This design comes from an exercise in tuning for small area and few clock cycles on the open sky130 flow, not from production work. In this exercise RTL edits were held to simulation tests only and were not proved equivalent to the original. Power is estimated from default activity; no workload was simulated.

$ cat flow/config.mk
export PLATFORM = sky130hd
export DESIGN_NAME = framer_tx
export DESIGN_NICKNAME = framer_tx
export VERILOG_FILES = /design/flow/design.v
export SDC_FILE = /design/flow/constraint.sdc
export NUM_CORES = 4
export LEC_CHECK = 0
export CAP_MARGIN = 20
export CORE_MARGIN = 2
export CORE_UTILIZATION = 40
export SLEW_MARGIN = 20
$ cat flow/constraint.sdc
create_clock -name core_clock -period 5.0 [get_ports {clk}]
set_input_delay 1.0000 -clock core_clock [delete_from_list [all_inputs] [get_ports {clk}]]
set_output_delay 1.0000 -clock core_clock [all_outputs]
set_load 0.01 [all_outputs]
$ cat flow/design.v
module framer_tx (
    input  wire        clk,
    input  wire        rst,
    input  wire        seq_reset,
    input  wire        cmd_valid,
    output wire        cmd_ready,
    input  wire [2:0]  cmd_version,
    input  wire        cmd_packet_type,
    input  wire        cmd_sec_hdr_flag,
    input  wire [15:0] cmd_apid,
    input  wire [1:0]  cmd_seq_flags,
    input  wire [47:0] cmd_timing_info,
    input  wire [7:0]  cmd_segment_number,
    input  wire [7:0]  cmd_function_code,
    input  wire [15:0] cmd_address_code,
    input  wire [16:0] cmd_payload_len,
    input  wire        cmd_include_sync,
    input  wire        pl_valid,
    output wire        pl_ready,
    input  wire [7:0]  pl_byte,
    output reg         out_valid,
    input  wire        out_ready,
    output reg  [7:0]  out_byte,
    output wire        out_last,
    output reg         err_valid
);
    localparam [1:0] S_START = 2'd0;    
    localparam [1:0] S_MARK1 = 2'd1;    
    localparam [1:0] S_HDR   = 2'd2;    
    localparam [1:0] S_BODY  = 2'd3;    
    reg [1:0]  state;
    reg [13:0] seq_cnt;
    reg [15:0] cnt;
    reg [31:0] crc;
    wire too_big = (cmd_payload_len > 17'd65521);
    wire [15:0] data_length = cmd_payload_len[15:0] + 16'd13;
    reg [7:0] hdr_byte;
    always @* begin
        case (cnt[3:0])
            4'd9:  hdr_byte = {cmd_version, cmd_packet_type, cmd_sec_hdr_flag, cmd_apid[10:8]};
            4'd8:  hdr_byte = cmd_apid[7:0];
            4'd7:  hdr_byte = {cmd_seq_flags, seq_cnt[13:8]};
            4'd6:  hdr_byte = seq_cnt[7:0];
            4'd5:  hdr_byte = data_length[15:8];
            4'd4:  hdr_byte = data_length[7:0];
            4'd3:  hdr_byte = cmd_timing_info[47:40];
            4'd2:  hdr_byte = cmd_timing_info[39:32];
            4'd1:  hdr_byte = cmd_timing_info[31:24];
            4'd0:  hdr_byte = cmd_timing_info[23:16];
            4'd15: hdr_byte = cmd_timing_info[15:8];
            4'd14: hdr_byte = cmd_timing_info[7:0];
            4'd13: hdr_byte = cmd_segment_number;
            4'd12: hdr_byte = cmd_function_code;
            4'd11: hdr_byte = cmd_address_code[15:8];
            default: hdr_byte = cmd_address_code[7:0];
        endcase
    end
    wire pay_phase = (cnt[15:4] != 12'd0) || (cnt[3:1] == 3'b111);
    wire hdr_last  = (cnt[3:0] == 4'd10);
    wire crc_last  = (cnt[1:0] == 2'b10);
    wire [31:0] crc_out = ~crc;
    reg  [7:0]  crc_byte;
    always @* begin
        case (cnt[1:0])
            2'b01:   crc_byte = crc_out[31:24];
            2'b00:   crc_byte = crc_out[23:16];
            2'b11:   crc_byte = crc_out[15:8];
            default: crc_byte = crc_out[7:0];
        endcase
    end
    wire in_start = (state == S_START);
    wire in_hdr   = (state == S_HDR) || (in_start && !cmd_include_sync);
    wire in_pay   = (state == S_BODY) && pay_phase;
    wire in_crc   = (state == S_BODY) && !pay_phase;
    always @* begin
        out_valid = 1'b0;
        out_byte  = hdr_byte;
        case (state)
            S_START: begin
                out_valid = cmd_valid && !too_big;
                out_byte  = cmd_include_sync ? 8'h55 : hdr_byte;
            end
            S_MARK1: begin
                out_valid = 1'b1;
                out_byte  = 8'hAA;
            end
            S_HDR: begin
                out_valid = 1'b1;
                out_byte  = hdr_byte;
            end
            default: begin
                out_valid = pay_phase ? pl_valid : 1'b1;
                out_byte  = pay_phase ? pl_byte : crc_byte;
            end
        endcase
    end
    assign out_last = in_crc && crc_last;
    assign pl_ready = in_pay && out_ready;
    wire xfer      = out_valid && out_ready;
    wire hdr_done  = (state == S_HDR) && hdr_last && out_ready;
    assign cmd_ready = too_big || hdr_done;
    wire        crc_first = in_hdr && (cnt[3:0] == 4'd9);
    wire [7:0]  crc_din   = in_pay ? pl_byte : hdr_byte;
    wire [31:0] crc_cur   = crc;
    reg  [31:0] crc_next;
    integer i;
    always @* begin
        crc_next = crc_cur ^ {24'd0, crc_din};
        for (i = 0; i < 8; i = i + 1) begin
            if (crc_next[0])
                crc_next = (crc_next >> 1) ^ 32'hEDB88320;
            else
                crc_next = crc_next >> 1;
        end
    end
    always @(posedge clk) begin
        if (rst || (xfer && out_last))
            crc <= 32'hFFFFFFFF;
        else if (xfer && (in_hdr || in_pay))
            crc <= crc_next;
    end
    always @(posedge clk) begin
        if (rst) begin
            state     <= S_START;
            seq_cnt   <= 14'd0;
            cnt       <= 16'd9;
            err_valid <= 1'b0;
        end else begin
            err_valid <= cmd_valid && too_big;
            if (seq_reset)
                seq_cnt <= 14'd0;
            else if (hdr_done)
                seq_cnt <= seq_cnt + 14'd1;
            if (hdr_done)
                cnt <= data_length;
            else if (xfer && state != S_MARK1 && !(in_start && cmd_include_sync))
                cnt <= cnt - 16'd1;
            case (state)
                S_START: if (xfer) state <= cmd_include_sync ? S_MARK1 : S_HDR;
                S_MARK1: if (xfer) state <= S_HDR;
                S_HDR:   if (hdr_done) state <= S_BODY;
                default: if (xfer && !pay_phase && crc_last) state <= S_START;
            endcase
        end
    end
endmodule
$ cat flow/flow/run.sh
#!/bin/bash
# Standard synthesis, then an area re-mapping of its combinational logic
# (registers untouched: same cells, same names), then the standard layout
# with buf_1 port buffers and a small CTS without dummy loads.
set -uo pipefail
RES=orfs/results/${FLOW_PLATFORM}/framer_tx/base
LIB=${FLOW_HOME}/platforms/${FLOW_PLATFORM}/lib/sky130_fd_sc_hd__tt_025C_1v80.lib

bash standard.sh synth > synth.log 2>&1 || exit 1

cp $RES/1_2_yosys.v 1_2_yosys.std.v
sed "s#@LIB@#${LIB}#g" flow/reopt.ys > reopt.ys
if yosys -s reopt.ys > reopt.log 2>&1 && [ -s 1_2_yosys.reopt.v ]; then
  cp 1_2_yosys.reopt.v $RES/1_2_yosys.v
  touch $RES/1_2_yosys.v
fi

export BUFFER_PORTS_ARGS="-buffer_cell sky130_fd_sc_hd__buf_1"
export CTS_ARGS="-sink_clustering_enable -repair_clock_nets -dont_use_dummy_load -buf_list sky130_fd_sc_hd__clkbuf_4 -root_buf sky130_fd_sc_hd__clkbuf_8"
bash standard.sh > standard.log 2>&1
$ cat flow/flow/abc.constr
set_driving_cell sky130_fd_sc_hd__buf_1
set_load 10.0
$ cat flow/flow/deep.abc
strash
&get -n
&deepsyn -T 60
&put
dch -f
amap
topo
stime -c
buffer -c
upsize -c
dnsize -c
$ cat flow/flow/reopt.ys
# re-map the combinational logic of the standard synthesis for area;
# the registers stay the same cells with the same names
read_liberty -ignore_miss_func @LIB@
read_verilog 1_2_yosys.std.v
hierarchy -top framer_tx
setattr -mod -set keep_hierarchy 1 sky130_fd_sc_hd__dfxtp_* sky130_fd_sc_hd__edfxtp_*
flatten
blackbox sky130_fd_sc_hd__dfxtp_* sky130_fd_sc_hd__edfxtp_*
opt -purge
abc -D 5000 -constr flow/abc.constr -script flow/deep.abc -liberty @LIB@ -dont_use *probe* -dont_use *lpflow*
setundef -zero
opt_clean -purge
hilomap -singleton -hicell sky130_fd_sc_hd__conb_1 HI -locell sky130_fd_sc_hd__conb_1 LO
insbuf -buf sky130_fd_sc_hd__buf_4 A X
opt_clean -purge
hierarchy -top framer_tx
tee -o reopt_stat.txt stat -liberty @LIB@
write_verilog -noattr -nohex -nodec 1_2_yosys.reopt.v
$ cat flow/standard.sh
#!/bin/bash
# synth_recipe.tcl (not shown) runs the flow's synth.tcl, then flattens the netlist and writes it again
# the make line also repeats each setting of config.mk as NAME=value (left out here)
make -C /OpenROAD-flow-scripts/flow DESIGN_CONFIG=/design/flow/config.mk WORK_HOME=/design/flow/orfs CLKGATE_MAP_FILE= SYNTH_SCRIPT=/design/flow/synth_recipe.tcl "${@:-finish}"
==> results of run 1 <==
metal layers:
metal	GRT usage, %	wire (um)	vias up
li1	-	-	2735
met1	34.1	7430	2615
met2	50.3	8910	252
met3	5.08	1240	42
met4	12.0	681	0
met5	0	0	-
final timing paths:
kind | from | endpoint | slack (ps) | depth (start not counted)
max | cmd_payload_len[1] | out_byte[7] | 490 | 22
min reg2reg | seq_cnt[13]$_SDFFE_PP0P_ | seq_cnt[13]$_SDFFE_PP0P_ | 460 | 1
max reg2reg | cnt[0]$_SDFFE_PP1P_ | crc[16]$_SDFFE_PP1P_ | 550 | 18
min | seq_cnt[13]$_SDFFE_PP0P_ | seq_cnt[13]$_SDFFE_PP0P_ | 460 | 1
metrics by stage:
stage / hold WS (ps) / util, % / total power [mW] / setup WS [ps]
after floorplan: 423 / - / 0.953 / 810
after global placement: 451 / 48.1 / 1.15 / 277
after detailed placement: 450 / 48.1 / 1.15 / 214
after CTS: 461 / 49.2 / 1.50 / 181
after global routing: 496 / 49.5 / 1.59 / 127
final: 461 / 49.5 / 1.51 / 492
flip-flops by register name (all words and copies together) (netlist names):
name / count
cnt: 16
crc: 32
err_valid: 1
seq_cnt: 14
state: 2
placed cells by master (no fill, tap or decap), types with 23 or more instances in the layout:
cell / count
a21oi_1: 39
buf_1: 142
buf_4: 29
dfxtp_1: 65
inv_1: 55
nand2_1: 39
nor2_1: 107
nor2b_1: 23
o21ai_0: 49
o22ai_1: 45
repair_timing:
item / CTS / global route
setup endpoints to repair: 0 / 9
resized for setup: 0 / 2
buffers inserted: 0 / 3
cell type report:
class	instances	area share [%]
well taps	143	3.17
flip-flops and latches	65	23.0
inverters	73	4.96
multi-input cells	497	53.4
clock buffers	9	2.19
repair buffers	171	13.3
power groups by stage:
stage	Sequential, mW	Clock, mW	Combinational (mW)
floorplan	0.581	0	0.373
global placement	0.594	0	0.552
detailed placement	0.595	0	0.559
CTS	0.584	0.357	0.562
global route	0.589	0.378	0.625
finish	0.585	0.348	0.572
==> reports/qor.yml, run 1 <==
worst_setup_path:
  cpMaxStageDelayCell: "o32a_1"
  crit_arrival_ps: 3510
  max_stage_delay_ps: 360
  crit_path_end_kind: "output pin"
  cp_top_family: "simple AND/OR/NAND/NOR gates"
  crit_path_max_fanout: 4
  cp-start-kind: "primary input"
  path_cells: "buf_1, nand2_1, inv_2, or3_4, nand2_2, inv_2, nand2_2, inv_2, nand2_4, nor2_4, nand2_2, inv_2, nand2_2, nor3_4, nand2_2, nor2_4, nand2_2, a21oi_2, nor2_1, o32a_1, o2111a_1, buf_1"
  path_buf_inv: 6
  worst_path_most_repeated_cell: "nand2_2"
  required_ps: 4000
  path_class: "primary input to output pin"
route:
  postRouteAntennaNets: 0
  vias: 5644
  wirelength_um: 18300
  drt_iter0_drc: 372
  dr.pass1.iters: 5
  viasPerCell: 5.89
  drc: 0
  wl_per_cell_um: 19.1
floorplan:
  num_rows: 39
  dieArea_um2: 12600
  chipWidth_um: 112
  ios: 148
  dieHeight_um: 112
  start_util_pct: 41.1
  core_area_um2: 11400
sta:
  setup_viol: 0
  period_needed_ps: 4510
  slew_headroom_pct: 54.4
  setup_tns_ps: 0
  finalCritPeriodShare_pct: 90.2
  drv_slew: 0
  skew_ps: 22.5
  tightest_slew_ps: 684
  rsz0062_at_grt: "false"
  max_freq_mhz: 222
  hold_viol: 0
power_and_ir_drop:
  netSwitchingFraction_pct: 38.1
  p_leak_nw: 2.02
  seqPwrFrac_pct: 38.9
  net-switching-power_uw: 574
  powerDensity_nw_per_um2: 266
  p_int_uw: 932
  combPwrFrac_pct: 38.0
  p_clk_share_pct: 23.1
  ir_drop_mv: 0.174
placement:
  gp_congestion: 0.946
  post-dp-hpwl_um: 14400
  placed_cells: 946
  port_buffers: 142
  placed_area_um2: 5500
synth:
  syn-cell-area_um2: 4700
  synthesis.nets: 794
  syn_avg_cell_area_um2: 7.13
  synth_cells: 659
  yosys_warnings: 1
clock_network:
  clock_sinks: 65
  cts_root_buf: "clkbuf_8"
  cts_tree: "done"
  clk_pin_slew_worst_paths_ps: 70
  cts_buffers: 9
  htreeDepth: 3
  clkLatencyLatePin_ps: 350
  cts-hold-fix-buffers: 0
  clockBufferDepth: 2
job:
  drv_cap: 0
finish:
  seqCellArea_um2: 1300
  syn2layout_area_growth_pct: 20.3
  layout.cells.non_filler: 958
  postLayoutCellArea_um2: 5650
  drive_above_1_share_pct: 13.3
  multiInputGateArea_um2: 3020
  nFillCells: 1212
  num_antenna_cells: 0
  nNetsFinal: 952
global_route:
  grt_pass1_wl_um: 28500
  grt-ovfl-total: 0
  first_global_vias: 5449
  grt_max_degree: 33
  grt_usage_pct: 28.5
  antenna_found_initial: 0
run_status:
  run_status: "no timing/DRC/antenna violations"
hold_path:
  min_path_type: "flip-flop to flip-flop"
Testbench counts, summed over its fixed seeds: cycles 39,187.
==> run 2: changes to the inputs <==
--- a/flow/config.mk
+++ b/flow/config.mk
@@ -9,3 +9,3 @@
 export CORE_MARGIN = 2
-export CORE_UTILIZATION = 40
+export CORE_UTILIZATION = 70
 export SLEW_MARGIN = 20
==> run 2 against run 1 <==
  * Worst setup slack got worse by 170 ps
  * Highest routed layer unchanged
  * Largest power group unchanged
  * Worst hold slack improved by 7.9 ps
  * Global-route usage increased by 18 points
==> reports/qor.yml, run 2 <==
worst_setup_path:
  crit_path_end_kind: "flip-flop"
  crit_path_max_fanout: 16
  path_cells: "inv_2, nor2_2, buf_4, nand2_1, nor4_2, and3_1, nand2_1, nor2_1, nand2_1, nor2_1, nand2_1, nor2_1, nand2_1, nor2_1, nand2_1, nor2_1, and2_1, o21ai_0, a21oi_1"
  path_buf_inv: 2
  cpMaxStageDelayCell: "dfxtp_1"
  path_class: "flip-flop to flip-flop"
  crit_arrival_ps: 4950
  cp_top_family: "simple AND/OR/NAND/NOR gates"
  worst_path_most_repeated_cell: "nand2_1"
  cp-start-kind: "flip-flop"
  max_stage_delay_ps: 850
  required_ps: 5270
clock_network:
  cts-hold-fix-buffers: 0
  cts_tree: "done"
  cts-resized-gates: 0
  clkLatencyLatePin_ps: 340
  clock_sinks: 65
  htreeDepth: 3
  clockBufferDepth: 2
  postCtsSetupBuffers: 0
  cts_buffers: 9
  clk_pin_slew_worst_paths_ps: 70
  cts_root_buf: "clkbuf_8"
synth:
  yosys_warnings: 1
  syn_avg_cell_area_um2: 7.13
  synth_cells: 659
  syn-cell-area_um2: 4700
  synthesis.nets: 794
finish:
  layout_commonest_cell: "buf_1"
  postLayoutCellArea_um2: 5490
  largest_register_ffs: 32
  top_register: "crc"
  final_cell_mix: "142 x buf_1, 108 x nor2_1, 65 x dfxtp_1"
  multiInputGateArea_um2: 3010
  nNetsFinal: 943
  syn2layout_area_growth_pct: 16.9
  reg_top3: "crc x32, cnt x16, seq_cnt x14"
  seqCellArea_um2: 1300
  drive_above_1_share_pct: 12.0
  nFillCells: 406
  num_antenna_cells: 0
sta:
  slew_headroom_pct: 46.2
  finalCritPeriodShare_pct: 93.6
  hold_viol: 0
  tightest_slew_ps: 807
  setup_viol: 0
  drv_slew: 0
  setup_tns_ps: 0
  max_freq_mhz: 214
  period_needed_ps: 4680
  skew_ps: 13.8
  rsz0062_at_grt: "false"
route:
  dr.pass1.iters: 7
  postRouteAntennaNets: 0
  wl_per_cell_um: 20.0
  wirelength_um: 17700
  vias: 6126
  viasPerCell: 6.94
  drt_iter0_drc: 910
  drc: 0
floorplan:
  start_util_pct: 73.2
  ios: 148
  core_area_um2: 6420
  chipWidth_um: 85.9
  dieArea_um2: 7380
  dieHeight_um: 85.9
  num_rows: 29
power_and_ir_drop:
  p_leak_nw: 1.99
  seqPwrFrac_pct: 38.9
  netSwitchingFraction_pct: 38.6
  p_clk_share_pct: 22.8
  ir_drop_mv: 0.315
  combPwrFrac_pct: 38.3
  powerDensity_nw_per_um2: 274
  p_int_uw: 924
  net-switching-power_uw: 580
placement:
  placed_area_um2: 5370
  port_buffers: 142
  gp_congestion: 1.17
  post-dp-hpwl_um: 13200
global_route:
  antenna_found_initial: 0
  grt_usage_pct: 46.8
  grt_max_degree: 33
  grt-ovfl-total: 0
  grt_pass1_wl_um: 27400
  first_global_vias: 5953
run_status:
  run_status: "no timing/DRC/antenna violations"
hold_path:
  min_path_type: "flip-flop to flip-flop"
job:
  drv_cap: 0
run 2: changes by cell type in the layout (fill, tap and decap cells not counted):
cell and delta:
buf_4 -9, clkinvlp_4 -1, nor2_1 +1, inv_1 +1, nor2_2 -1
run 2: layout make-up:
| type | instances | share of cell area [%] |
|---|---|---|
| Clock buffer | 9 | 2.25 |
| Tap cell | 77 | 1.75 |
| Timing Repair Buffer | 162 | 12.4 |
| Multi-Input combinational cell | 497 | 54.8 |
| Inverter | 73 | 5.03 |
| Sequential cell | 65 | 23.7 |
run 2: power groups by stage:
stage,clock [mW],sequential [mW],combinational (mW)
2_1_floorplan,0,0.581,0.373
3_3_place_gp,0,0.592,0.527
3_5_place_dp,0,0.594,0.545
4_1_cts,0.336,0.583,0.550
5_1_grt,0.357,0.587,0.611
6_report,0.342,0.585,0.576
run 2: final timing paths:
path,from,to,slack (ps),cells after the start
max,cnt[1]$_SDFFE_PP0P_,seq_cnt[13]$_SDFFE_PP0P_,320,19
min,seq_cnt[13]$_SDFFE_PP0P_,seq_cnt[13]$_SDFFE_PP0P_,470,1
max reg2reg,cnt[1]$_SDFFE_PP0P_,seq_cnt[13]$_SDFFE_PP0P_,320,19
min reg2reg,seq_cnt[13]$_SDFFE_PP0P_,seq_cnt[13]$_SDFFE_PP0P_,470,1
run 2: metal layers:
layer	up-vias	part of all wire [%]	GRT usage, %
met2	571	46	78.3
met3	169	13	11.8
met1	2666	34	51.1
met4	0	7.8	33.8
met5	-	0	0
li1	2720	-	-
run 2: through the flow:
step           util, %  power, mW  hold WS [ps]  setup WS [ps]  instances
4_1_cts           85.5       1.47           457            501        883
6_report          85.5       1.50           469            320        883
3_3_place_gp      83.6       1.12           437            407        874
2_1_floorplan        -      0.953           423            810        659
3_5_place_dp      83.6       1.14           451            229        874
5_1_grt           85.5       1.55           493            115        883
==> run 3: changes to the inputs <==
--- a/flow/config.mk
+++ b/flow/config.mk
@@ -9,3 +9,3 @@
 export CORE_MARGIN = 2
-export CORE_UTILIZATION = 70
+export CORE_UTILIZATION = 60
 export SLEW_MARGIN = 20
==> run 3 against run 2 <==
  * Routed wire length fell by 1.5%
  * Maximum frequency rose by 3.2%
  * Count of clock-buffer cells in the layout did not move
  * Global-route usage fell by 6.8 points
  * Die area rose by 16%
  * Core utilization fell by 13 points
  * Register-to-register slack improved by 290 ps
  * Power fell by 0.19%
  * Worst setup slack improved by 150 ps
  * Sequential power barely moved
  * Cell area rose by 0.84%
  * Area after synthesis did not move
  * Critical endpoint is now crc[18]$_SDFFE_PP1P_
  * Largest cell class unchanged
==> reports/qor.yml, run 3 <==
synth:
  synth_cells: 659
  synthesis.nets: 794
  syn-cell-area_um2: 4700
  yosys_warnings: 1
  syn_avg_cell_area_um2: 7.13
finish:
  final_cell_mix: "142 x buf_1, 108 x nor2_1, 65 x dfxtp_1"
  layout_commonest_cell: "buf_1"
  drive_above_1_share_pct: 12.3
  syn2layout_area_growth_pct: 17.9
  nNetsFinal: 945
  top_register: "crc"
  reg_top3: "crc x32, cnt x16, seq_cnt x14"
  largest_register_ffs: 32
  num_antenna_cells: 0
route:
  dr.pass1.iters: 6
  wirelength_um: 17400
  viasPerCell: 6.45
  vias: 5868
  postRouteAntennaNets: 0
  drt_iter0_drc: 474
  wl_per_cell_um: 19.1
  drc: 0
sta:
  period_needed_ps: 4530
  tightest_slew_ps: 625
  finalCritPeriodShare_pct: 90.7
  slew_headroom_pct: 58.4
  max_freq_mhz: 221
  setup_tns_ps: 0
  fin_ws_ps: 465
  drv_slew: 0
  rsz0062_at_grt: "false"
  hold_viol: 0
  setup_viol: 0
  skew_ps: 29.5
placement:
  port_buffers: 142
  gp_congestion: 0.987
  post-dp-hpwl_um: 13500
  place_worst_setup_slack_ps: 232
clock_network:
  cts_root_buf: "clkbuf_8"
  clock_sinks: 65
  cts-hold-fix-buffers: 0
  cts_tree: "done"
  clk_pin_slew_worst_paths_ps: 90
  postCtsSetupBuffers: 0
  htreeDepth: 3
  cts-resized-gates: 0
  cts_buffers: 9
  clkLatencyLatePin_ps: 360
  clockBufferDepth: 2
worst_setup_path:
  cp_top_family: "compound AO/OA/AOI/OAI gates"
  crit_arrival_ps: 4790
  cp-start-kind: "primary input"
  crit_path_end_kind: "flip-flop"
  worst_path_most_repeated_cell: "nand2_2"
  path_class: "primary input to flip-flop"
  required_ps: 5260
  cpMaxStageDelayCell: "a311oi_2"
  max_stage_delay_ps: 320
  path_buf_inv: 7
  crit_path_max_fanout: 4
run_status:
  run_status: "no timing/DRC/antenna violations"
power_and_ir_drop:
  p_leak_nw: 1.99
  power.total_mw: 1.50
  ir_drop_mv: 0.264
  powerDensity_nw_per_um2: 271
floorplan:
  core_area_um2: 7650
  num_rows: 32
  dieArea_um2: 8550
  chipWidth_um: 92.5
  dieHeight_um: 92.5
  ios: 148
  start_util_pct: 61.4
global_route:
  grt_usage_pct: 39.9
  first_global_vias: 5608
  grt_pass1_wl_um: 26900
  grt-ovfl-total: 0
  antenna_found_initial: 0
  grt_max_degree: 33
job:
  drv_cap: 0
hold_path:
  min_path_type: "flip-flop to flip-flop"
## run 3: power breakdown
group	total [mW]	switching (mW)	leakage, nW	internal (mW)
Combinational	0.567	0.349	1.40	0.219
Clock	0.349	0.188	0.0647	0.160
Sequential	0.585	0.0382	0.528	0.547
## run 3: area by class of cell
type | instances | area (um^2)
tap | 102 | 128
inverter | 73 | 277
timing repair buffer | 164 | 698
multi-input combinational | 497 | 3010
sequential | 65 | 1300
clock buffer | 9 | 124
fill | 683 | 2110
## run 3: worst paths after layout
kind / startpoint / depth (start not counted) / slack (ps) / endpoint
max reg2reg: cnt[1]$_SDFFE_PP0P_ / 19 / 610 / seq_cnt[13]$_SDFFE_PP0P_
min reg2reg: seq_cnt[13]$_SDFFE_PP0P_ / 1 / 470 / seq_cnt[13]$_SDFFE_PP0P_
max: cmd_payload_len[0] / 29 / 470 / crc[18]$_SDFFE_PP1P_
min: seq_cnt[13]$_SDFFE_PP0P_ / 1 / 470 / seq_cnt[13]$_SDFFE_PP0P_
## run 3: stage by stage
stage | area, um^2 | util, % | hold WS (ps) | cells
after floorplan | 4700 | - | 423 | 659
after global placement | 5420 | 70.8 | 438 | 901
after detailed placement | 5420 | 70.8 | 446 | 901
after CTS | 5540 | 72.4 | 460 | 910
after global routing | 5540 | 72.4 | 481 | 910
final | 5540 | 72.4 | 466 | 910
## run 3: per-layer routing
metal  vias up  track usage, %  share of wire (%)
met5         -               0                  0
met1      2663            46.5                 36
li1       2718               -                  -
met2       388            67.3                 48
met3        99            4.96                9.6
met4         0            29.0                6.8
==> run 4: changes to the inputs <==
--- a/flow/flow/run.sh
+++ b/flow/flow/run.sh
@@ -18,3 +18,3 @@
 export BUFFER_PORTS_ARGS="-buffer_cell sky130_fd_sc_hd__buf_1"
-export CTS_ARGS="-sink_clustering_enable -repair_clock_nets -dont_use_dummy_load -buf_list sky130_fd_sc_hd__clkbuf_4 -root_buf sky130_fd_sc_hd__clkbuf_8"
+export CTS_ARGS="-sink_clustering_enable -repair_clock_nets -dont_use_dummy_load -buf_list sky130_fd_sc_hd__clkbuf_8 -root_buf sky130_fd_sc_hd__clkbuf_8 -sink_clustering_size 30 -sink_clustering_max_diameter 150"
 bash standard.sh > standard.log 2>&1
--- a/flow/config.mk
+++ b/flow/config.mk
@@ -9,3 +9,3 @@
 export CORE_MARGIN = 2
-export CORE_UTILIZATION = 60
+export CORE_UTILIZATION = 40
 export SLEW_MARGIN = 20
==> run 4 against run 3 <==
  * Still clean
  * Worst setup slack improved by 27 ps
  * Routed wire length increased by 4.8%
  * Maximum frequency increased by 0.59%
  * Cell area increased by 2.0%
  * Die area increased by 48%
  * Sequential cell count unchanged
  * Clock power about the same
  * Register-to-register slack got worse by 60 ps
  * Sequential power about the same
  * Highest routed layer unchanged
==> reports/qor.yml, run 4 <==
power_and_ir_drop:
  power.total_mw: 1.51
  combPwrFrac_pct: 38.0
  p_leak_nw: 2.02
  seqPwrFrac_pct: 38.9
  ir_drop_mv: 0.174
  netSwitchingFraction_pct: 38.1
  powerDensity_nw_per_um2: 266
  p_int_uw: 932
  p_clk_share_pct: 23.1
  net-switching-power_uw: 574
worst_setup_path:
  crit_arrival_ps: 3510
  crit_path_max_fanout: 4
  required_ps: 4000
  max_stage_delay_ps: 360
  worst_path_most_repeated_cell: "nand2_2"
  path_cells: "buf_1, nand2_1, inv_2, or3_4, nand2_2, inv_2, nand2_2, inv_2, nand2_4, nor2_4, nand2_2, inv_2, nand2_2, nor3_4, nand2_2, nor2_4, nand2_2, a21oi_2, nor2_1, o32a_1, o2111a_1, buf_1"
  crit_path_end_kind: "output pin"
  path_class: "primary input to output pin"
  cp_top_family: "simple AND/OR/NAND/NOR gates"
  cp-start-kind: "primary input"
  cpMaxStageDelayCell: "o32a_1"
  path_buf_inv: 6
sta:
  setup_viol: 0
  drv_slew: 0
  fin_ws_ps: 492
  setup_tns_ps: 0
  skew_ps: 22.5
  hold_viol: 0
  finalCritPeriodShare_pct: 90.2
  whs_ps: 461
  rsz0062_at_grt: "false"
  slew_headroom_pct: 54.4
  tightest_slew_ps: 684
  period_needed_ps: 4510
  max_freq_mhz: 222
finish:
  layout_commonest_cell: "buf_1"
  nNetsFinal: 952
  postLayoutCellArea_um2: 5650
  layout.cells.non_filler: 958
  num_antenna_cells: 0
  syn2layout_area_growth_pct: 20.3
  top_register: "crc"
  fin_util_pct: 49.5
  reg_top3: "crc x32, cnt x16, seq_cnt x14"
  drive_above_1_share_pct: 13.3
  largest_register_ffs: 32
  final_cell_mix: "142 x buf_1, 107 x nor2_1, 65 x dfxtp_1"
placement:
  gp_congestion: 0.946
  placed_area_um2: 5500
  port_buffers: 142
  place_worst_setup_slack_ps: 214
  post-dp-hpwl_um: 14400
  placed_cells: 946
clock_network:
  clkLatencyLatePin_ps: 350
  clock_sinks: 65
  cts_tree: "done"
  cts_buffers: 9
  clk_pin_slew_worst_paths_ps: 70
  cts_root_buf: "clkbuf_8"
  htreeDepth: 3
  clockBufferDepth: 2
global_route:
  grt-ovfl-total: 0
  grt_usage_pct: 28.5
  first_global_vias: 5449
  antenna_found_initial: 0
  grt_pass1_wl_um: 28500
  use_met1_pct: 34.1
  grt-busiest-layer: "met2"
  grt_max_degree: 33
  use_met2_pct: 50.3
  grt.met3_usage_pct: 5.08
floorplan:
  dieHeight_um: 112
  chipWidth_um: 112
  num_rows: 39
  dieArea_um2: 12600
  ios: 148
  core_area_um2: 11400
  start_util_pct: 41.1
route:
  postRouteAntennaNets: 0
  wl_per_cell_um: 19.1
  drt_iter0_drc: 372
  wirelength_um: 18300
  vias: 5644
  drc: 0
  dr.pass1.iters: 5
  viasPerCell: 5.89
synth:
  synth_cells: 659
  synthesis.nets: 794
  syn_avg_cell_area_um2: 7.13
  yosys_warnings: 1
  syn-cell-area_um2: 4700
run_status:
  run_status: "no timing/DRC/antenna violations"
hold_path:
  min_path_type: "flip-flop to flip-flop"
job:
  drv_cap: 0
[run 4: repair_timing]
| item | CTS | global route |
|---|---|---|
| endpoints found under the hold margin | 0 | 0 |
| setup endpoints to repair | 0 | 9 |
| hold buffers | 0 | 0 |
| gates resized for setup | 0 | 2 |
| setup buffers | 0 | 3 |
[run 4: power groups by stage]
stage	combinational (mW)	sequential, mW	clock (mW)
floorplan	0.373	0.581	0
global placement	0.552	0.594	0
detailed placement	0.559	0.595	0
CTS	0.562	0.584	0.357
global route	0.625	0.589	0.378
finish	0.572	0.585	0.348
[run 4: final cells by class]
| type | count | area, um^2 |
|---|---|---|
| clock buffer | 9 | 124 |
| fill | 1212 | 5770 |
| inverter | 73 | 280 |
| multi-input combinational | 497 | 3020 |
| sequential | 65 | 1300 |
| tap | 143 | 179 |
| timing repair buffer | 171 | 751 |
[run 4: worst paths after layout]
kind	from	end	slack, ps	cells past startpoint
setup / recovery	cmd_payload_len[1]	out_byte[7]	490	22
setup reg to reg	cnt[0]$_SDFFE_PP1P_	crc[16]$_SDFFE_PP1P_	550	18
hold reg to reg	seq_cnt[13]$_SDFFE_PP0P_	seq_cnt[13]$_SDFFE_PP0P_	460	1
hold / removal	seq_cnt[13]$_SDFFE_PP0P_	seq_cnt[13]$_SDFFE_PP0P_	460	1
[run 4: layer usage]
metal  wire length, um  share of wire [%]
met5                 0                  0
met4               681                3.7
met3              1240                6.8
met2              8910                 49
met1              7430                 41
==> run 5: changes to the inputs <==
--- a/flow/flow/run.sh
+++ b/flow/flow/run.sh
@@ -18,3 +18,3 @@
 export BUFFER_PORTS_ARGS="-buffer_cell sky130_fd_sc_hd__buf_1"
-export CTS_ARGS="-sink_clustering_enable -repair_clock_nets -dont_use_dummy_load -buf_list sky130_fd_sc_hd__clkbuf_8 -root_buf sky130_fd_sc_hd__clkbuf_8 -sink_clustering_size 30 -sink_clustering_max_diameter 150"
+export CTS_ARGS="-sink_clustering_enable -repair_clock_nets -dont_use_dummy_load -buf_list sky130_fd_sc_hd__clkbuf_4 -root_buf sky130_fd_sc_hd__clkbuf_8 -tree_buf sky130_fd_sc_hd__clkbuf_4"
 bash standard.sh > standard.log 2>&1
--- a/flow/config.mk
+++ b/flow/config.mk
@@ -9,3 +9,3 @@
 export CORE_MARGIN = 2
-export CORE_UTILIZATION = 40
+export CORE_UTILIZATION = 60
 export SLEW_MARGIN = 20
==> run 5 against run 4 <==
  * Combinational power down 0.9%
  * Count of clock-buffer cells in the layout unchanged
  * Cell count shrank 5.0%
  * Register-to-register slack better by 60 ps
  * Worst setup slack got worse by 27 ps
  * Power shrank 0.28%
  * Still clean
  * Sequential share of layout area grew 0.46 points
  * Critical path depth grew 7
==> reports/qor.yml, run 5 <==
run_status:
  run_status: "no timing/DRC/antenna violations"
clock_network:
  postCtsSetupBuffers: 0
  clock_sinks: 65
  cts_tree: "done"
  cts_root_buf: "clkbuf_8"
  cts-resized-gates: 0
  htreeDepth: 3
  cts_buffers: 9
  clk_pin_slew_worst_paths_ps: 90
  clockBufferDepth: 2
  clkLatencyLatePin_ps: 360
  cts-hold-fix-buffers: 0
sta:
  whs_ps: 466
  rsz0062_at_grt: "false"
  max_freq_mhz: 221
  setup_viol: 0
  period_needed_ps: 4530
  tightest_slew_ps: 625
  drv_slew: 0
  slew_headroom_pct: 58.4
  setup_tns_ps: 0
  skew_ps: 29.5
  finalCritPeriodShare_pct: 90.7
  hold_viol: 0
worst_setup_path:
  crit_path_end_kind: "flip-flop"
  max_stage_delay_ps: 320
  path_buf_inv: 7
  path_class: "primary input to flip-flop"
  required_ps: 5260
  cpMaxStageDelayCell: "a311oi_2"
  crit_path_max_fanout: 4
  crit_arrival_ps: 4790
  cp-start-kind: "primary input"
  cp_top_family: "compound AO/OA/AOI/OAI gates"
  worst_path_most_repeated_cell: "nand2_2"
floorplan:
  core_area_um2: 7650
  dieArea_um2: 8550
  start_util_pct: 61.4
  num_rows: 32
  chipWidth_um: 92.5
  dieHeight_um: 92.5
  ios: 148
job:
  drv_cap: 0
finish:
  nFillCells: 683
  layout_commonest_cell: "buf_1"
  reg_top3: "crc x32, cnt x16, seq_cnt x14"
  syn2layout_area_growth_pct: 17.9
  top_register: "crc"
  drive_above_1_share_pct: 12.3
  nNetsFinal: 945
  num_antenna_cells: 0
  postLayoutCellArea_um2: 5540
  largest_register_ffs: 32
  final_cell_mix: "142 x buf_1, 108 x nor2_1, 65 x dfxtp_1"
power_and_ir_drop:
  p_clk_share_pct: 23.2
  combPwrFrac_pct: 37.8
  powerDensity_nw_per_um2: 271
  p_int_uw: 926
  seqPwrFrac_pct: 39.0
  p_leak_nw: 1.99
  ir_drop_mv: 0.264
  netSwitchingFraction_pct: 38.3
  net-switching-power_uw: 575
synth:
  yosys_warnings: 1
  syn-cell-area_um2: 4700
  synthesis.nets: 794
  syn_avg_cell_area_um2: 7.13
  synth_cells: 659
placement:
  gp_congestion: 0.987
  post-dp-hpwl_um: 13500
  placed_area_um2: 5420
  port_buffers: 142
route:
  vias: 5868
  wirelength_um: 17400
  drt_iter0_drc: 474
  dr.pass1.iters: 6
  postRouteAntennaNets: 0
  wl_per_cell_um: 19.1
  viasPerCell: 6.45
  drc: 0
global_route:
  antenna_found_initial: 0
  grt_pass1_wl_um: 26900
  grt-ovfl-total: 0
  grt_max_degree: 33
  first_global_vias: 5608
  grt_usage_pct: 39.9
hold_path:
  min_path_type: "flip-flop to flip-flop"
## run 5: final timing paths
check,startpoint,end,slack (ps),cells after the start
worst max-delay path,cmd_payload_len[0],crc[18]$_SDFFE_PP1P_,470,29
worst min-delay path,seq_cnt[13]$_SDFFE_PP0P_,seq_cnt[13]$_SDFFE_PP0P_,470,1
worst max register to register,cnt[1]$_SDFFE_PP0P_,seq_cnt[13]$_SDFFE_PP0P_,610,19
worst min register to register,seq_cnt[13]$_SDFFE_PP0P_,seq_cnt[13]$_SDFFE_PP0P_,470,1
## run 5: power groups by stage
stage,clock (mW),sequential (mW),combinational (mW)
after floorplan,0,0.581,0.373
after global placement,0,0.593,0.539
after detailed placement,0,0.595,0.553
after CTS,0.345,0.583,0.555
after global routing,0.367,0.588,0.613
final,0.349,0.585,0.567
## run 5: through the flow
step,power (mW),worst slack [ps],cells,utilization [%]
after floorplan,0.953,810,659,-
after global placement,1.13,381,901,70.8
after detailed placement,1.15,232,901,70.8
after CTS,1.48,521,910,72.4
after global routing,1.57,163,910,72.4
final,1.50,465,910,72.4
## run 5: layout make-up
cell class                      count  area [um^2]  area share, %
Clock buffer                        9          124           2.24
Inverter                           73          277           4.99
Multi-Input combinational cell    497         3010           54.4
Sequential cell                    65         1300           23.5
Tap cell                          102          128           2.30
Timing Repair Buffer              164          698           12.6
## run 5: layer usage
layer,vias to the layer above,track usage (%),wire [um]
li1,2718,-,-
met1,2663,46.5,6280
met2,388,67.3,8290
met3,99,4.96,1670
met4,0,29.0,1190
met5,-,0,0
==> run 6: changes to the inputs <==
--- a/flow/design.v
+++ b/flow/design.v
@@ -43,4 +43,4 @@
             4'd6:  hdr_byte = seq_cnt[7:0];
-            4'd5:  hdr_byte = data_length[15:8];
-            4'd4:  hdr_byte = data_length[7:0];
+            4'd5:  hdr_byte = cnt[15:8];
+            4'd4:  hdr_byte = {cnt[7:4], data_length[3:0]};
             4'd3:  hdr_byte = cmd_timing_info[47:40];
@@ -101,3 +101,2 @@
     assign cmd_ready = too_big || hdr_done;
-    wire        crc_first = in_hdr && (cnt[3:0] == 4'd9);
     wire [7:0]  crc_din   = in_pay ? pl_byte : hdr_byte;
@@ -134,5 +133,9 @@
             if (hdr_done)
-                cnt <= data_length;
+                cnt[3:0] <= data_length[3:0];
             else if (xfer && state != S_MARK1 && !(in_start && cmd_include_sync))
-                cnt <= cnt - 16'd1;
+                cnt[3:0] <= cnt[3:0] - 4'd1;
+            if (state != S_BODY)
+                cnt[15:4] <= data_length[15:4];
+            else if (xfer && cnt[3:0] == 4'd0)
+                cnt[15:4] <= cnt[15:4] - 12'd1;
             case (state)
--- a/flow/flow/run.sh
+++ b/flow/flow/run.sh
@@ -18,3 +18,3 @@
 export BUFFER_PORTS_ARGS="-buffer_cell sky130_fd_sc_hd__buf_1"
-export CTS_ARGS="-sink_clustering_enable -repair_clock_nets -dont_use_dummy_load -buf_list sky130_fd_sc_hd__clkbuf_4 -root_buf sky130_fd_sc_hd__clkbuf_8 -tree_buf sky130_fd_sc_hd__clkbuf_4"
+export CTS_ARGS="-sink_clustering_enable -repair_clock_nets -dont_use_dummy_load -buf_list sky130_fd_sc_hd__clkbuf_4 -root_buf sky130_fd_sc_hd__clkbuf_8"
 bash standard.sh > standard.log 2>&1
--- a/flow/config.mk
+++ b/flow/config.mk
@@ -10,2 +10,3 @@
 export CORE_UTILIZATION = 60
+export GPL_TIMING_DRIVEN = 0
 export SLEW_MARGIN = 20
==> run 6 against run 5 <==
  * Still clean on timing, DRC and antenna
  * Critical path depth fell by 13
  * Global-route usage fell by 0.55 points
  * Core utilization fell by 0.92 points
  * Routed wire length fell by 2.4%
  * Register-to-register slack got worse by 160 ps
  * Worst hold slack got worse by 4.9 ps
  * Area after synthesis fell by 0.80%
  * Largest power group is now combinational logic
  * Highest routed layer unchanged
==> reports/qor.yml, run 6 <==
run_status:
  run_status: "no timing/DRC/antenna violations"
power_and_ir_drop:
  p_leak_nw: 1.99
  p_clk_share_pct: 22.4
  powerDensity_nw_per_um2: 282
  ir_drop_mv: 0.210
  netSwitchingFraction_pct: 39.4
  net-switching-power_uw: 605
  seqPwrFrac_pct: 38.7
  p_int_uw: 931
  power.total_mw: 1.54
  combPwrFrac_pct: 39.0
global_route:
  grt_usage_pct: 39.4
  use_met2_pct: 62.4
  grt.met3_usage_pct: 10.4
  grt_max_degree: 11
  use_met1_pct: 50.6
  grt-ovfl-total: 0
  grt_pass1_wl_um: 26000
  first_global_vias: 5179
  antenna_found_initial: 0
  grt-busiest-layer: "met2"
sta:
  rsz0062_at_grt: "false"
  max_freq_mhz: 220
  finalCritPeriodShare_pct: 90.9
  setup_viol: 0
  slew_headroom_pct: 44.0
  period_needed_ps: 4550
  fin_ws_ps: 453
  drv_slew: 0
  hold_viol: 0
  skew_ps: 17.1
  tightest_slew_ps: 833
  setup_tns_ps: 0
worst_setup_path:
  crit_arrival_ps: 4770
  ff2ff_setup_slack_ps: 450
  crit_path_end_kind: "flip-flop"
  cp_top_family: "compound AO/OA/AOI/OAI gates"
  cp-start-kind: "flip-flop"
  max_stage_delay_ps: 710
  required_ps: 5220
  cpMaxStageDelayCell: "nor4_1"
  path_cells: "inv_2, nor2_2, inv_2, clkbuf_1, o22ai_1, a221oi_1, nor2_1, nor4_1, o22ai_1, a21oi_2, inv_1, o22ai_1, inv_1, o22ai_1, nor2b_1, o32a_1"
  worst_path_most_repeated_cell: "o22ai_1"
  path_class: "flip-flop to flip-flop"
  path_buf_inv: 5
  crit_path_max_fanout: 10
floorplan:
  dieArea_um2: 8490
  dieHeight_um: 92.1
  ios: 148
  num_rows: 32
  start_util_pct: 61.3
  chipWidth_um: 92.1
  core_area_um2: 7610
placement:
  gp_congestion: 1.01
  port_buffers: 141
  place_worst_setup_slack_ps: 397
  post-dp-hpwl_um: 13600
finish:
  layout_commonest_cell: "buf_1"
  fin_util_pct: 71.5
  final_cell_mix: "142 x buf_1, 137 x nor2_1, 65 x dfxtp_1"
  top_register: "crc"
  num_antenna_cells: 0
  drive_above_1_share_pct: 11.7
  nFillCells: 695
  syn2layout_area_growth_pct: 16.8
  nNetsFinal: 950
  reg_top3: "crc x32, cnt x16, seq_cnt x14"
  largest_register_ffs: 32
clock_network:
  clockBufferDepth: 2
  cts-hold-fix-buffers: 0
  clk_pin_slew_worst_paths_ps: 70
  clkLatencyLatePin_ps: 350
  clock_sinks: 65
  cts_buffers: 9
  htreeDepth: 3
  cts_root_buf: "clkbuf_8"
  cts_tree: "done"
  postCtsSetupBuffers: 0
  cts-resized-gates: 0
hold_path:
  min_path_type: "flip-flop to flip-flop"
job:
  drv_cap: 0
route:
  vias: 5723
  viasPerCell: 6.25
  wirelength_um: 17000
  dr.pass1.iters: 8
  postRouteAntennaNets: 0
  drc: 0
  drt_iter0_drc: 517
  wl_per_cell_um: 18.6
synth:
  synth_cells: 663
  yosys_warnings: 1
  syn-cell-area_um2: 4660
  syn_avg_cell_area_um2: 7.03
  synthesis.nets: 798
==> run 6: power groups by stage <==
stage	Clock (mW)	Combinational, mW	Sequential, mW
after floorplan	0	0.412	0.592
after global placement	0	0.569	0.601
after detailed placement	0	0.579	0.603
after CTS	0.340	0.582	0.592
after global routing	0.359	0.649	0.597
final	0.343	0.599	0.594
==> run 6: final cells by class <==
cell class	instances	area [um^2]	area share, %
multi-input combinational	496	2950	54.2
clock buffer	9	124	2.28
tap	102	128	2.35
sequential	65	1300	23.9
timing repair buffer	141	529	9.73
buffer	27	124	2.28
inverter	75	284	5.22
==> run 6: per-stage QoR <==
stage / instance area [um^2] / std cells / hold WS, ps
finish: 5440 / 915 / 462
global route: 5440 / 915 / 496
CTS: 5440 / 915 / 456
detailed placement: 5320 / 906 / 445
global placement: 5320 / 906 / 444
floorplan: 4660 / 663 / 429
==> run 6: final timing paths <==
path,startpoint,end,depth (start not counted)
setup / recovery,cnt[1]$_SDFFE_PP0P_,crc[17]$_SDFFE_PP1P_,16
hold / removal,seq_cnt[13]$_SDFFE_PP0P_,seq_cnt[13]$_SDFFE_PP0P_,1
setup reg to reg,cnt[1]$_SDFFE_PP0P_,crc[17]$_SDFFE_PP1P_,16
hold reg to reg,seq_cnt[13]$_SDFFE_PP0P_,seq_cnt[13]$_SDFFE_PP0P_,1
==> run 6: layer usage <==
metal | vias to the layer above | part of all wire (%)
li1 | 2707 | -
met1 | 2572 | 41
met2 | 395 | 44
met3 | 49 | 12
met4 | 0 | 3.4
met5 | - | 0
Testbench counts of run 6, summed over its fixed seeds: cycles 39,187.
==> run 7: changes to the inputs <==
--- a/flow/config.mk
+++ b/flow/config.mk
@@ -10,3 +10,2 @@
 export CORE_UTILIZATION = 60
-export GPL_TIMING_DRIVEN = 0
 export SLEW_MARGIN = 20
==> run 7 against run 6 <==
  * Highest routed layer unchanged
  * Synthesized cell count is the same
  * Via count is 0.14% lower
  * Sequential share of layout area rose by 0.13 points
  * Die area stayed put
  * Area after synthesis unchanged
  * Worst setup slack improved by 250 ps
  * Register-to-register slack better by 250 ps
==> reports/qor.yml, run 7 <==
clock_network:
  clockBufferDepth: 2
  cts-hold-fix-buffers: 0
  clkLatencyLatePin_ps: 360
  cts_tree: "done"
  clock_sinks: 65
  postCtsSetupBuffers: 0
  cts_buffers: 9
  htreeDepth: 3
  cts_root_buf: "clkbuf_8"
  clk_pin_slew_worst_paths_ps: 60
  cts-resized-gates: 0
worst_setup_path:
  max_stage_delay_ps: 720
  path_class: "flip-flop to flip-flop"
  cp-start-kind: "flip-flop"
  required_ps: 5240
  cpMaxStageDelayCell: "nor4_1"
  crit_path_end_kind: "flip-flop"
  ff2ff_setup_slack_ps: 700
  crit_path_max_fanout: 29
  cp_top_family: "compound AO/OA/AOI/OAI gates"
  path_buf_inv: 5
  path_cells: "inv_2, nor2_1, buf_4, inv_2, nor2_1, nor4_1, nor2_1, nor4_1, o22ai_1, a21oi_2, inv_1, o22ai_1, inv_1, o22ai_1, nor2b_1, o32a_1"
  crit_arrival_ps: 4540
global_route:
  grt_max_degree: 30
  grt-ovfl-total: 0
  grt_usage_pct: 37.8
  antenna_found_initial: 0
  first_global_vias: 5110
  grt_pass1_wl_um: 25100
route:
  wl_per_cell_um: 18.1
  viasPerCell: 6.34
  postRouteAntennaNets: 0
  wirelength_um: 16300
  drc: 0
  dr.pass1.iters: 7
  vias: 5715
  drt_iter0_drc: 527
sta:
  setup_viol: 0
  max_freq_mhz: 232
  hold_viol: 0
  period_needed_ps: 4300
  skew_ps: 12.5
  setup_tns_ps: 0
  slew_headroom_pct: 41.3
  tightest_slew_ps: 878
  finalCritPeriodShare_pct: 86.0
  fin_ws_ps: 699
  drv_slew: 0
  whs_ps: 462
  rsz0062_at_grt: "false"
placement:
  gp_congestion: 0.953
  post-dp-hpwl_um: 12500
  port_buffers: 142
  placed_area_um2: 5290
  place_worst_setup_slack_ps: 648
floorplan:
  dieHeight_um: 92.1
  num_rows: 32
  dieArea_um2: 8490
  ios: 148
  core_area_um2: 7610
  start_util_pct: 61.3
  chipWidth_um: 92.1
power_and_ir_drop:
  power.total_mw: 1.53
  powerDensity_nw_per_um2: 283
  ir_drop_mv: 0.168
  p_leak_nw: 1.99
hold_path:
  min_path_type: "flip-flop to flip-flop"
finish:
  nNetsFinal: 936
  top_register: "crc"
  final_cell_mix: "142 x buf_1, 137 x nor2_1, 65 x dfxtp_1"
  postLayoutCellArea_um2: 5410
  reg_top3: "crc x32, cnt x16, seq_cnt x14"
  largest_register_ffs: 32
  layout_commonest_cell: "buf_1"
  drive_above_1_share_pct: 12.0
  syn2layout_area_growth_pct: 16.1
  num_antenna_cells: 0
synth:
  synthesis.nets: 798
  syn_avg_cell_area_um2: 7.03
  syn-cell-area_um2: 4660
  yosys_warnings: 1
  synth_cells: 663
job:
  drv_cap: 0
run_status:
  run_status: "no timing/DRC/antenna violations"
==> run 7: power by group <==
part	leakage (nW)	switching, mW	internal [mW]
clock network	0.0647	0.186	0.160
logic	1.39	0.367	0.219
registers	0.531	0.0434	0.555
total	1.99	0.597	0.934
==> run 7: layout make-up <==
class,instances,area (um^2)
Fill cell,710,2200
Multi-Input combinational cell,496,2950
Timing Repair Buffer,154,623
Sequential cell,65,1300
Clock buffer,9,124
Inverter,75,284
Tap cell,102,128
==> run 7: worst paths after layout <==
check / cells after the start / from / endpoint
setup reg to reg: 16 / cnt[0]$_SDFFE_PP1P_ / crc[17]$_SDFFE_PP1P_
hold reg to reg: 1 / seq_cnt[13]$_SDFFE_PP0P_ / seq_cnt[13]$_SDFFE_PP0P_
hold / removal: 1 / seq_cnt[13]$_SDFFE_PP0P_ / seq_cnt[13]$_SDFFE_PP0P_
setup / recovery: 16 / cnt[0]$_SDFFE_PP1P_ / crc[17]$_SDFFE_PP1P_
==> run 7: stage by stage <==
stage                     utilization [%]  std cells
after floorplan                         -        663
after global placement               69.5        892
after detailed placement             69.5        892
after CTS                            71.1        901
after global routing                 71.1        901
final                                71.1        901
==> run 7: routing by layer <==
metal  global-route usage (%)  up-vias  wire length (um)
met3                     8.22       44              1790
met1                     50.4     2624              6740
met2                     58.1      370              7200
met4                     18.0        0               555
met5                        0        -                 0
li1                         -     2677                 -
==> run 8: changes to the inputs <==
==> flow/flow/deep.abc (replaced) <==
strash
&get -n
&deepsyn -T 60
&put
dch -f
amap
topo
stime -c
dnsize -c
==> run 8 against run 7 <==
  * Global-route usage is 2.7 points higher
  * Register-to-register slack got worse by 230 ps
  * Worst hold slack gained 6.4 ps
  * Worst setup slack worse by 230 ps
  * Sequential cell count did not move
  * Cell count grew 1.2%
  * Via count up 1.7%
  * Critical endpoint is now crc[23]$_SDFFE_PP1P_
  * Largest cell class unchanged
  * Largest power group unchanged
==> reports/qor.yml, run 8 <==
run_status:
  run_status: "no timing/DRC/antenna violations"
finish:
  layout.cells.non_filler: 912
  nFillCells: 577
  syn2layout_area_growth_pct: 23.2
  postLayoutCellArea_um2: 5340
  final_cell_mix: "148 x nor2_1, 142 x buf_1, 74 x clkinv_1"
  layout_commonest_cell: "nor2_1"
  drive_above_1_share_pct: 4.91
  reg_top3: "crc x32, cnt x16, seq_cnt x14"
  largest_register_ffs: 32
  nNetsFinal: 952
  top_register: "crc"
global_route:
  grt_usage_pct: 40.5
  grt-ovfl-total: 0
  grt_pass1_wl_um: 24500
  first_global_vias: 5283
  antenna_found_initial: 0
  grt_max_degree: 26
floorplan:
  start_util_pct: 62.7
  dieArea_um2: 7920
  chipWidth_um: 89.0
  dieHeight_um: 89.0
  ios: 148
  core_area_um2: 6910
  num_rows: 30
synth:
  yosys_warnings: 1
  syn_avg_cell_area_um2: 6.81
  synth_cells: 636
  syn-cell-area_um2: 4330
  synthesis.nets: 771
route:
  viasPerCell: 6.37
  wl_per_cell_um: 17.6
  vias: 5812
  drc: 0
  drt_iter0_drc: 696
  postRouteAntennaNets: 0
  wirelength_um: 16000
  dr.pass1.iters: 8
placement:
  port_buffers: 142
  gp_congestion: 1.02
  post-dp-hpwl_um: 12500
  placed_cells: 902
  placed_area_um2: 5200
sta:
  tightest_slew_ps: 854
  setup_tns_ps: 0
  slew_headroom_pct: 43.1
  hold_viol: 0
  period_needed_ps: 4540
  drv_slew: 0
  max_freq_mhz: 220
  finalCritPeriodShare_pct: 90.7
  skew_ps: 21.9
  setup_viol: 0
  rsz0062_at_grt: "false"
power_and_ir_drop:
  ir_drop_mv: 0.242
  powerDensity_nw_per_um2: 283
  p_leak_nw: 1.79
hold_path:
  min_from: "seq_cnt[13]$_SDFFE_PP0P_"
  whs_endpoint: "seq_cnt[13]$_SDFFE_PP0P_"
  min_path_type: "flip-flop to flip-flop"
  hold_depth: 1
worst_setup_path:
  required_ps: 5210
  crit_path_end_kind: "flip-flop"
  cp-start-kind: "flip-flop"
  worstReg2RegStart: "cnt[0]$_SDFFE_PP1P_"
  ff2ff_setup_slack_ps: 460
  crit_path_max_fanout: 22
  rr_endpoint: "crc[23]$_SDFFE_PP1P_"
  ff2ff_path_depth: 20
  path_class: "flip-flop to flip-flop"
  crit_arrival_ps: 4750
clock_network:
  cts-resized-gates: 0
  cts_root_buf: "clkbuf_8"
  cts_buffers: 9
  postCtsSetupBuffers: 0
  clock_sinks: 65
  cts_tree: "done"
  clkLatencyLatePin_ps: 350
  htreeDepth: 3
  clk_pin_slew_worst_paths_ps: 70
  clockBufferDepth: 2
  cts-hold-fix-buffers: 0
job:
  drv_cap: 0
==> run 8: per-stage QoR <==
stage          power, mW  util [%]  hold slack, ps  setup WS (ps)
2_1_floorplan      0.951         -             429            651
5_1_grt             1.58      77.3             475           69.5
6_report            1.51      77.3             468            464
3_3_place_gp        1.13      75.2             446            512
4_1_cts             1.48      77.0             464            545
3_5_place_dp        1.15      75.2             456            328
==> run 8: final cells by class <==
type / instances / area, um^2 / share of cell area [%]
diodes: 1 / 2.50 / 0.0469
flip-flops and latches: 65 / 1300 / 24.4
well taps: 96 / 120 / 2.25
inverters: 75 / 285 / 5.34
multi-input cells: 496 / 2760 / 51.7
repair buffers: 170 / 743 / 13.9
clock buffers: 9 / 124 / 2.32
==> run 8: how the worst max path moves through the flow <==
stage | end | startpoint | cells after the start
finish | crc[23]$_SDFFE_PP1P_ | cnt[0]$_SDFFE_PP1P_ | 20
global route | crc[23]$_SDFFE_PP1P_ | cnt[0]$_SDFFE_PP1P_ | 21
CTS | crc[23]$_SDFFE_PP1P_ | cnt[0]$_SDFFE_PP1P_ | 20
detailed placement | crc[20]$_SDFFE_PP1P_ | cmd_payload_len[0] | 22
global placement | crc[20]$_SDFFE_PP1P_ | cmd_payload_len[0] | 21
floorplan | crc[20]$_SDFFE_PP1P_ | cnt[0]$_SDFFE_PP1P_ | 18
==> run 8: layer usage <==
metal  routed length (um)  vias up  track usage [%]
li1                     -     2729                -
met1                 6190     2582             49.7
met2                 7130      424             67.4
met3                 2070       77             9.60
met4                  660        0             18.6
met5                    0        -                0
==> run 8: worst max-delay path: stages (launching register included) <==
cell,delay [ps]
dfxtp_1,400
clkinv_1,130
nor2_1,190
clkinv_1,280
buf_4,320
o22ai_1,170
nor3_1,100
nor4_1,430
buf_4,190
nor2_1,40
o21ai_0,240
nor2_1,70
a21oi_1,170
clkinv_1,180
o22ai_2,220
clkinv_1,160
o22ai_1,270
clkinv_1,160
o22ai_1,320
nor2_1,80
o32a_1,300
==> run 8: power breakdown <==
group | leakage (nW) | internal (mW) | switching (mW)
Combinational | 1.19 | 0.218 | 0.356
Sequential | 0.531 | 0.555 | 0.0404
Clock | 0.0647 | 0.160 | 0.181
==> run 9: changes to the inputs <==
==> flow/flow/deep.abc (replaced) <==
strash
&get -n
&deepsyn -T 60
&put
dch -f
amap
topo
stime -c
buffer -c -N 6
dnsize -c
==> run 9 against run 8 <==
  * Maximum frequency increased by 1.1%
  * Core utilization decreased by 5.5 points
  * Sequential power about the same
  * Sequential share of layout area increased by 0.36 points
  * Critical endpoint is now out_byte[1]
  * Count of clock-buffer cells in the layout unchanged
  * Cell area decreased by 1.5%
  * Register-to-register slack improved by 210 ps
  * Non-clock buffer count decreased by 9
  * Cell count decreased by 0.77%
==> reports/qor.yml, run 9 <==
run_status:
  run_status: "no timing/DRC/antenna violations"
finish:
  layout_commonest_cell: "nor2_1"
  top_register: "crc"
  largest_register_ffs: 32
  nNetsFinal: 943
  drive_above_1_share_pct: 5.71
  reg_top3: "crc x32, cnt x16, seq_cnt x14"
  syn2layout_area_growth_pct: 15.0
  fin_util_pct: 71.8
  num_antenna_cells: 0
  nFillCells: 664
  final_cell_mix: "148 x nor2_1, 142 x buf_1, 75 x inv_1"
power_and_ir_drop:
  power.total_mw: 1.49
  p_leak_nw: 1.99
  powerDensity_nw_per_um2: 283
  ir_drop_mv: 0.212
global_route:
  first_global_vias: 5239
  grt-ovfl-total: 0
  antenna_found_initial: 0
  grt_max_degree: 26
  grt_usage_pct: 38.4
  grt_pass1_wl_um: 25600
floorplan:
  ios: 148
  num_rows: 31
  chipWidth_um: 91.3
  dieHeight_um: 91.3
  dieArea_um2: 8340
  core_area_um2: 7330
  start_util_pct: 62.4
clock_network:
  cts_buffers: 9
  cts-hold-fix-buffers: 0
  clk_pin_slew_worst_paths_ps: 60
  cts_root_buf: "clkbuf_8"
  cts-resized-gates: 0
  cts_tree: "done"
  clock_sinks: 65
  clkLatencyLatePin_ps: 340
  postCtsSetupBuffers: 0
  htreeDepth: 3
  clockBufferDepth: 2
sta:
  hold_viol: 0
  skew_ps: 15.0
  max_freq_mhz: 223
  setup_tns_ps: 0
  whs_ps: 479
  drv_slew: 0
  rsz0062_at_grt: "false"
  setup_viol: 0
  finalCritPeriodShare_pct: 89.7
  slew_headroom_pct: 52.3
  period_needed_ps: 4490
  tightest_slew_ps: 715
worst_setup_path:
  cp-start-kind: "flip-flop"
  ff2ff_setup_slack_ps: 670
  path_cells: "inv_1, nor2_1, inv_1, buf_4, nor2_1, nor4_1, nor2_1, nor4_1, nor2_1, nor4_1, buf_1"
  cpMaxStageDelayCell: "nor4_1"
  crit_arrival_ps: 3490
  required_ps: 4000
  crit_path_max_fanout: 17
  crit_path_end_kind: "output pin"
  worst_path_most_repeated_cell: "nor2_1"
  path_class: "flip-flop to output pin"
  max_stage_delay_ps: 620
placement:
  post-dp-hpwl_um: 12500
  gp_congestion: 1.00
  port_buffers: 142
route:
  wl_per_cell_um: 17.9
  drt_iter0_drc: 565
  viasPerCell: 6.29
  wirelength_um: 16200
  vias: 5692
  drc: 0
  dr.pass1.iters: 5
  postRouteAntennaNets: 0
synth:
  synth_cells: 693
  syn_avg_cell_area_um2: 6.60
  synthesis.nets: 828
  syn-cell-area_um2: 4580
  yosys_warnings: 1
hold_path:
  min_path_type: "flip-flop to flip-flop"
job:
  drv_cap: 0
==> run 9: where the power goes <==
group,internal (mW),total [mW],switching [mW]
Combinational,0.207,0.557,0.350
Sequential,0.555,0.596,0.0412
Clock,0.160,0.339,0.178
Total,0.922,1.49,0.569
==> run 9: final timing paths <==
check | startpoint | end | cells past startpoint
min reg2reg | seq_cnt[13]$_SDFFE_PP0P_ | seq_cnt[13]$_SDFFE_PP0P_ | 1
max reg2reg | cnt[0]$_SDFFE_PP1P_ | crc[17]$_SDFFE_PP1P_ | 17
max | cnt[0]$_SDFFE_PP1P_ | out_byte[1] | 11
min | seq_cnt[13]$_SDFFE_PP0P_ | seq_cnt[13]$_SDFFE_PP0P_ | 1
==> run 9: worst max-delay path, delay by kind of cell (launching register included) <==
family        cells  cell delay (ps)
buf+inv           4             1030
flops             1              340
simple gates      7             1780
==> run 9: final cells by class <==
cell class / count / area (um^2) / share of cell area, %
clock buffers: 9 / 124 / 2.35
well taps: 99 / 124 / 2.35
repair buffers: 161 / 676 / 12.8
flip-flops and latches: 65 / 1300 / 24.7
multi-input cells: 496 / 2760 / 52.4
inverters: 75 / 282 / 5.35
==> run 9: metal layers <==
layer | global-route usage [%] | vias up | part of all wire (%)
li1 | - | 2684 | -
met1 | 51.1 | 2548 | 41
met2 | 61.7 | 405 | 43
met3 | 7.14 | 55 | 13
met4 | 15.3 | 0 | 3.5
met5 | 0 | - | 0
==> run 9: through the flow <==
step	instance area [um^2]	instances	setup slack, ps
6_report	5260	905	515
5_1_grt	5260	905	260
4_1_cts	5260	905	678
3_5_place_dp	5140	896	483
3_3_place_gp	5140	896	762
2_1_floorplan	4580	693	801
==> run 10: changes to the inputs <==
==> flow/flow/deep.abc (replaced) <==
strash
&get -n
&deepsyn -T 60
&put
dch -f
amap
topo
stime -c
buffer -c
dnsize -c
==> run 10 against run 9 <==
  * Still clean
  * Sequential power barely moved
  * Cell count is 0.33% lower
  * Global-route usage is essentially flat
  * Clock skew rose by 2.7 ps
  * Cell area down 0.52%
  * Non-clock buffer count fell by 3
  * Routed wire length shrank 1.6%
  * Clock power about the same
  * Register-to-register slack got worse by 210 ps
==> reports/qor.yml, run 10 <==
worst_setup_path:
  max_stage_delay_ps: 530
  cpMaxStageDelayCell: "nor4_1"
  cp-start-kind: "flip-flop"
  ff2ff_setup_slack_ps: 460
  rr_endpoint: "crc[26]$_SDFFE_PP1P_"
  path_class: "flip-flop to flip-flop"
  required_ps: 5280
  cp_top_family: "compound AO/OA/AOI/OAI gates"
  path_cells: "inv_1, nor2_1, clkinv_1, o21ai_0, nor3_1, nor4_1, o21ai_0, a21oi_1, inv_1, o22ai_1, inv_1, o22ai_1, inv_1, o22ai_1, o22ai_1, a21oi_1"
  ff2ff_path_depth: 16
  crit_path_max_fanout: 19
  worstReg2RegStart: "cnt[0]$_SDFFE_PP1P_"
  crit_arrival_ps: 4810
  path_buf_inv: 5
  crit_path_end_kind: "flip-flop"
  cp.depth: 16
route:
  viasPerCell: 6.40
  postRouteAntennaNets: 0
  vias: 5775
  drt_iter0_drc: 663
  wl_per_cell_um: 17.7
  drc: 0
  wirelength_um: 16000
  dr.pass1.iters: 6
finish:
  drive_above_1_share_pct: 5.11
  top_register: "crc"
  reg_top3: "crc x32, cnt x16, seq_cnt x14"
  layout_commonest_cell: "nor2_1"
  layout.cells.non_filler: 902
  num_antenna_cells: 0
  syn2layout_area_growth_pct: 18.0
  nFillCells: 632
  nNetsFinal: 940
  final_cell_mix: "148 x nor2_1, 142 x buf_1, 73 x inv_1"
  largest_register_ffs: 32
floorplan:
  core_area_um2: 7210
  dieArea_um2: 8100
  ios: 148
  dieHeight_um: 90.0
  start_util_pct: 61.5
  chipWidth_um: 90.0
  num_rows: 31
sta:
  slew_headroom_pct: 43.2
  hold_viol: 0
  drv_slew: 0
  period_needed_ps: 4540
  setup_viol: 0
  skew_ps: 17.6
  rsz0062_at_grt: "false"
  whs_ps: 485
  setup_tns_ps: 0
  tightest_slew_ps: 845
  finalCritPeriodShare_pct: 90.8
  max_freq_mhz: 220
clock_network:
  cts-resized-gates: 0
  clkLatencyLatePin_ps: 340
  cts_root_buf: "clkbuf_8"
  htreeDepth: 3
  clock_sinks: 65
  cts_buffers: 9
  postCtsSetupBuffers: 0
  clockBufferDepth: 2
  cts-hold-fix-buffers: 0
  cts_tree: "done"
  clk_pin_slew_worst_paths_ps: 70
synth:
  syn_avg_cell_area_um2: 6.69
  syn-cell-area_um2: 4440
  synthesis.nets: 798
  synth_cells: 663
  yosys_warnings: 1
global_route:
  first_global_vias: 5148
  grt_usage_pct: 38.5
  grt-ovfl-total: 0
  grt_max_degree: 26
  grt_pass1_wl_um: 25000
  antenna_found_initial: 0
power_and_ir_drop:
  ir_drop_mv: 0.219
  powerDensity_nw_per_um2: 284
  p_leak_nw: 1.96
hold_path:
  min_path_type: "flip-flop to flip-flop"
  hold_depth: 1
  min_from: "crc[20]$_SDFFE_PP1P_"
  whs_endpoint: "crc[20]$_SDFFE_PP1P_"
placement:
  post-dp-hpwl_um: 12300
  placed_cells: 893
  gp_congestion: 1.01
  port_buffers: 142
run_status:
  run_status: "no timing/DRC/antenna violations"
job:
  drv_cap: 0
[run 10: cell count changes in the layout (fill, tap and decap cells not counted), sizes merged]
cell / change
clkinv: +2
nor2b: +2
and2b: -2
inv: -2
buf: -3
[run 10: power by group]
group	internal, mW	switching [mW]	total, mW	leakage (nW)
clock	0.160	0.179	0.339	0.0647
combinational	0.202	0.348	0.550	1.37
sequential	0.555	0.0411	0.596	0.531
[run 10: layout make-up]
cell class / count / area, um^2 / area share (%)
sequential: 65 / 1300 / 24.9
multi-input combinational: 496 / 2750 / 52.5
inverter: 75 / 282 / 5.38
tap: 99 / 124 / 2.37
clock buffer: 9 / 124 / 2.37
timing repair buffer: 158 / 653 / 12.5
[run 10: worst max-delay path by stage]
stage	startpoint	endpoint	slack, ps
3_3_place_gp	cnt[0]$_SDFFE_PP1P_	crc[21]$_SDFFE_PP1P_	750
6_report	cnt[0]$_SDFFE_PP1P_	crc[26]$_SDFFE_PP1P_	460
4_1_cts	cnt[0]$_SDFFE_PP1P_	crc[18]$_SDFFE_PP1P_	670
5_1_grt	cnt[1]$_SDFFE_PP0P_	crc[26]$_SDFFE_PP1P_	230
3_5_place_dp	cmd_payload_len[0]	crc[20]$_SDFFE_PP1P_	630
2_1_floorplan	cmd_payload_len[1]	crc[23]$_SDFFE_PP1P_	1260
[run 10: stage by stage]
| stage | utilization, % | setup slack, ps | total power, mW | area, um^2 |
|---|---|---|---|---|
| final | 72.5 | 462 | 1.49 | 5230 |
| after global placement | 70.8 | 752 | 1.12 | 5110 |
| after global routing | 72.5 | 234 | 1.55 | 5230 |
| after CTS | 72.5 | 672 | 1.46 | 5230 |
| after floorplan | - | 1260 | 0.954 | 4440 |
| after detailed placement | 70.8 | 628 | 1.13 | 5110 |
[run 10: metal layers]
metal	vias up	track usage, %	routed length [um]
met5	-	0	0
met4	0	15.6	667
met3	81	10.2	1960
met2	415	60.1	6860
met1	2599	50.7	6490
li1	2680	-	-

## static timing again, ports no longer ideal
No port has a modelled driver above. Below, the same layouts with a new extraction and two added sets of constraints.
Step 1 assumes that a clkbuf_16 drives the clock port and a buf_2 every other input.
Step 2 also shifts input and output timing later by t, the mid clock arrival at the registers, as if the neighbouring blocks saw the same clock.
a / b / c = ideal / step 1 / step 2; a / b = the first two.
run | shift t [ns] | setup WS [ns] | worst setup path at the end | pins driven straight from the clock port
run 1 | 0.374 | 0.492 / 0.464 / 0.215 | input to register | 1
run 2 | 0.369 | 0.320 / 0.320 / -0.021 | input to register | 1
run 3 | 0.380 | 0.465 / 0.438 / 0.092 | input to register | 1
run 4 | 0.374 | 0.492 / 0.464 / 0.215 | input to register | 1
run 5 | 0.380 | 0.465 / 0.438 / 0.092 | input to register | 1
run 6 | 0.371 | 0.453 / 0.453 / 0.200 | input to register | 1
run 7 | 0.381 | 0.699 / 0.687 / 0.468 | input to register | 1
run 8 | 0.368 | 0.464 / 0.464 / 0.256 | input to register | 1
run 9 | 0.364 | 0.515 / 0.484 / 0.314 | input to register | 1
run 10 | 0.362 | 0.462 / 0.462 / 0.462 | register to register | 1
Met with ideal ports but missed after step 2: setup timing in run 2.
